From an optimization exercise on the open Yosys and OpenROAD flow, aimed at small area, a short achievable clock period and few clock cycles; shortcuts taken in it are not production practice. Function was checked by simulation only, so behaviour that the tests miss may differ from the original.

## tsd_core
module tsd_core #(
    parameter MEM_LIMIT = 32,           
    parameter INIT_CAPACITY = 4         
) (
    input  wire        clk,
    input  wire        rst,             
    input  wire        cmd_valid,
    output wire        cmd_ready,
    input  wire [31:0] cmd_data,
    output wire        rsp_valid,
    input  wire        rsp_ready,
    output wire [31:0] rsp_data,
    output wire        rsp_last,
    output wire        halted,
    output wire [31:0] halt_word
);
    localparam [7:0] OP_FPUSH  = 8'h10, OP_FPUSHN = 8'h11, OP_FPOP   = 8'h12,
                     OP_FPOPU  = 8'h13, OP_FPULL  = 8'h14, OP_FPULLU = 8'h15,
                     OP_FFIND  = 8'h16, OP_FNORM  = 8'h17, OP_FSIZE  = 8'h18,
                     OP_FCAP   = 8'h19, OP_FEMPTY = 8'h1A,
                     OP_CRC8   = 8'h20, OP_MKRD   = 8'h21, OP_MKWR   = 8'h22,
                     OP_PARSE  = 8'h23;
    localparam [1:0] F_ALLOC = 2'd1, F_ILLEGAL = 2'd2, F_BADUNIT = 2'd3;
    localparam [2:0] K_CODE  = 3'd0,    
                     K_C8    = 3'd1,    
                     K_MKRD  = 3'd2,    
                     K_MKWR  = 3'd3,    
                     K_PARSE = 3'd4,    
                     K_PULL  = 3'd5,    
                     K_PULLU = 3'd6,    
                     K_FIND  = 3'd7;    
    function [7:0] crc8_byte(input [7:0] crc_in, input [7:0] b_in);
        integer k;
        reg [7:0] c, b;
        begin
            c = crc_in;
            b = b_in;
            for (k = 0; k < 8; k = k + 1) begin
                if (c[7] ^ b[0])
                    c = {c[6:0], 1'b0} ^ 8'h07;
                else
                    c = {c[6:0], 1'b0};
                b = b >> 1;
            end
            crc8_byte = c;
        end
    endfunction
    reg        r_v;
    reg [31:0] r_d;
    reg        r_ill;       
    reg        r_zero;      
    reg        r_bad;       
    reg        r_badunit;   
    reg        r_fnorm;
    reg        r_padbad;    
    reg        r_pbad;      
    reg        r_fnblk;     
    reg        r_hblk;      
    reg        r_nbig;      
  ...
Size in the first run: about 5800 cells after synthesis, ~1500 flip-flops, about 100 I/O pins.
==> flow/config.mk <==
export PLATFORM = sky130hd
export DESIGN_NAME = tsd_core
export DESIGN_NICKNAME = tsd_core
export VERILOG_FILES = /design/flow/design.v
export SDC_FILE = /design/flow/constraint.sdc
export NUM_CORES = 4
export LEC_CHECK = 0
export CAP_MARGIN = 30
export CORE_MARGIN = 2
export CORE_UTILIZATION = 40
export SLEW_MARGIN = 30
==> flow/constraint.sdc <==
create_clock -name core_clock -period 12.0 [get_ports {clk}]
set_input_delay 2.4000 -clock core_clock [delete_from_list [all_inputs] [get_ports {clk}]]
set_output_delay 2.4000 -clock core_clock [all_outputs]
set_load 0.01 [all_outputs]
standard.sh (not shown) runs the stock make flow with config.mk's settings and CLKGATE_MAP_FILE= SYNTH_SCRIPT=/design/flow/synth_recipe.tcl, a recipe that flattens the netlist after the stock synthesis.
==> flow/flow/run.sh <==
#!/bin/bash
set -euo pipefail
bash standard.sh SETUP_SLACK_MARGIN=8 TNS_END_PERCENT=30 finish > standard_flow.log 2>&1
Testbench counts at the start, summed over its fixed seeds: cycles 9,175.
Change:
--- a/flow/design.v
+++ b/flow/design.v
@@ -295,19 +295,21 @@
                     if (!s_hit) begin nd_fail = 1'b1; nd_c = 8'd1; end
                     else begin nd_kind = K_PULLU; nd_q = {4'd0, ph, 1'b0, s_pos}; end
                 end
             end
         end
     end
     wire        adv     = !ob_v || rsp_ready;
     wire        from_w  = adv && !a_more && w_val[w_head];
-    wire [2:0]  l_kind = w_kind[w_head];
-    wire [14:0] l_q    = w_q[w_head];
-    wire [7:0]  l_c    = w_c[w_head];
+    wire        bypass  = adv && !a_more && !w_val[w_head] && nd_v;    
+    wire        w_push  = nd_v && !bypass;
+    wire [2:0]  l_kind = from_w ? w_kind[w_head] : nd_kind;
+    wire [14:0] l_q    = from_w ? w_q[w_head]    : nd_q;
+    wire [7:0]  l_c    = from_w ? w_c[w_head]    : nd_c;
     wire        l_fail = (l_kind == K_CODE) && l_c[0];    
     wire        l_w1   = (l_kind != K_CODE) && (l_kind != K_PULL);
     wire        l_more = (l_kind != K_CODE) && !(l_kind == K_PULL && l_q[5:0] == 6'd0);
     wire [4:0]  l_koff = l_q[4:0] - l_q[10:6];
     wire [5:0]  l_kcnt = {1'b0, l_koff} + 6'd1;       
     wire [4:0]  a_ptr = a_q[10:6];
     wire [5:0]  a_cnt = a_q[5:0];
     reg  [31:0] a_word;
@@ -566,28 +568,28 @@
             ob_v   <= 1'b0;
             ob_last <= 1'b0;
             a_more <= 1'b0;
             a_w1   <= 1'b0;
             a_w2   <= 1'b0;
             danger <= 1'b0;
         end else begin
             danger <= danger_next;
-            if (nd_v) begin
+            if (w_push) begin
                 w_val[w_tail] <= 1'b1;
                 w_tail        <= (w_tail == WD - 1) ? {WB{1'b0}} : w_tail + 1'b1;
             end
             if (from_w) begin
                 w_val[w_head] <= 1'b0;
                 w_head        <= (w_head == WD - 1) ? {WB{1'b0}} : w_head + 1'b1;
             end
-            if (nd_v && !from_w) begin
+            if (w_push && !from_w) begin
                 w_cnt  <= w_cnt + 3'd1;
                 w_full <= (w_cnt == WD - 1);
-            end else if (!nd_v && from_w) begin
+            end else if (!w_push && from_w) begin
                 w_cnt  <= w_cnt - 3'd1;
                 w_full <= 1'b0;
             end
             if (adv) begin
                 if (a_more) begin
                     ob      <= a_word;
                     ob_last <= a_wlast;
                     ob_v    <= 1'b1;
@@ -597,17 +599,17 @@
                     end else if (a_w2) begin
                         a_w2   <= 1'b0;
                         a_more <= 1'b0;
                     end else begin
                         a_q[10:6] <= a_ptr + 5'd1;
                         a_q[5:0]  <= a_cnt - 6'd1;
                         a_more    <= !a_wlast;
                     end
-                end else if (from_w) begin
+                end else if (from_w || bypass) begin
                     ob      <= {31'd0, l_fail};
                     ob_last <= !l_more;
                     ob_v    <= 1'b1;
                     a_kind  <= l_kind;
                     a_q     <= (l_kind == K_PULLU) ? {l_q[14:6], l_kcnt} : l_q;
                     a_c     <= l_c;
                     a_more  <= l_more;
                     a_w1    <= l_w1;
Global-route usage stays flat; final area rose by 1.6%; routed wire length stays flat; utilization increases by 0.22 points; setup slack is worse by 0.10 ns.
Testbench counts after the change, summed over its fixed seeds: cycles 9,097.

==> static timing again, ports no longer ideal <==
How much do the figures lean on ideal ports? The routed layouts below were timed once more, with nothing changed but the port constraints. Step 1 (the two cells are an assumption about what drives the block):
set clk [get_ports {clk}]
set_driving_cell -lib_cell sky130_fd_sc_hd__clkbuf_16 $clk
set_driving_cell -lib_cell sky130_fd_sc_hd__buf_2 [delete_from_list [all_inputs] $clk]
Step 2 adds t to the input delays and takes it off the output delays; t is the mean of the earliest and latest rising clock arrival at the registers after step 1. Input paths then give back, and output paths get back, about the clock's delay inside the block. Slacks: ideal / step 1 / step 2; pairs: ideal / step 1.
| run | t, ns | slack for setup (ns) | worst register clock-pin slew, ns |
|---|---|---|---|
| the first run | 0.912 | 7.403 / 7.317 / 7.013 | 0.07 / 0.07 |
| the second run | 0.919 | 7.301 / 7.301 / 6.634 | 0.07 / 0.07 |
After both steps every run listed still meets setup and hold. For the second run, which loses most, drivers alone change the setup slack by 0.000 ns; drivers and shift together by -0.667 ns.
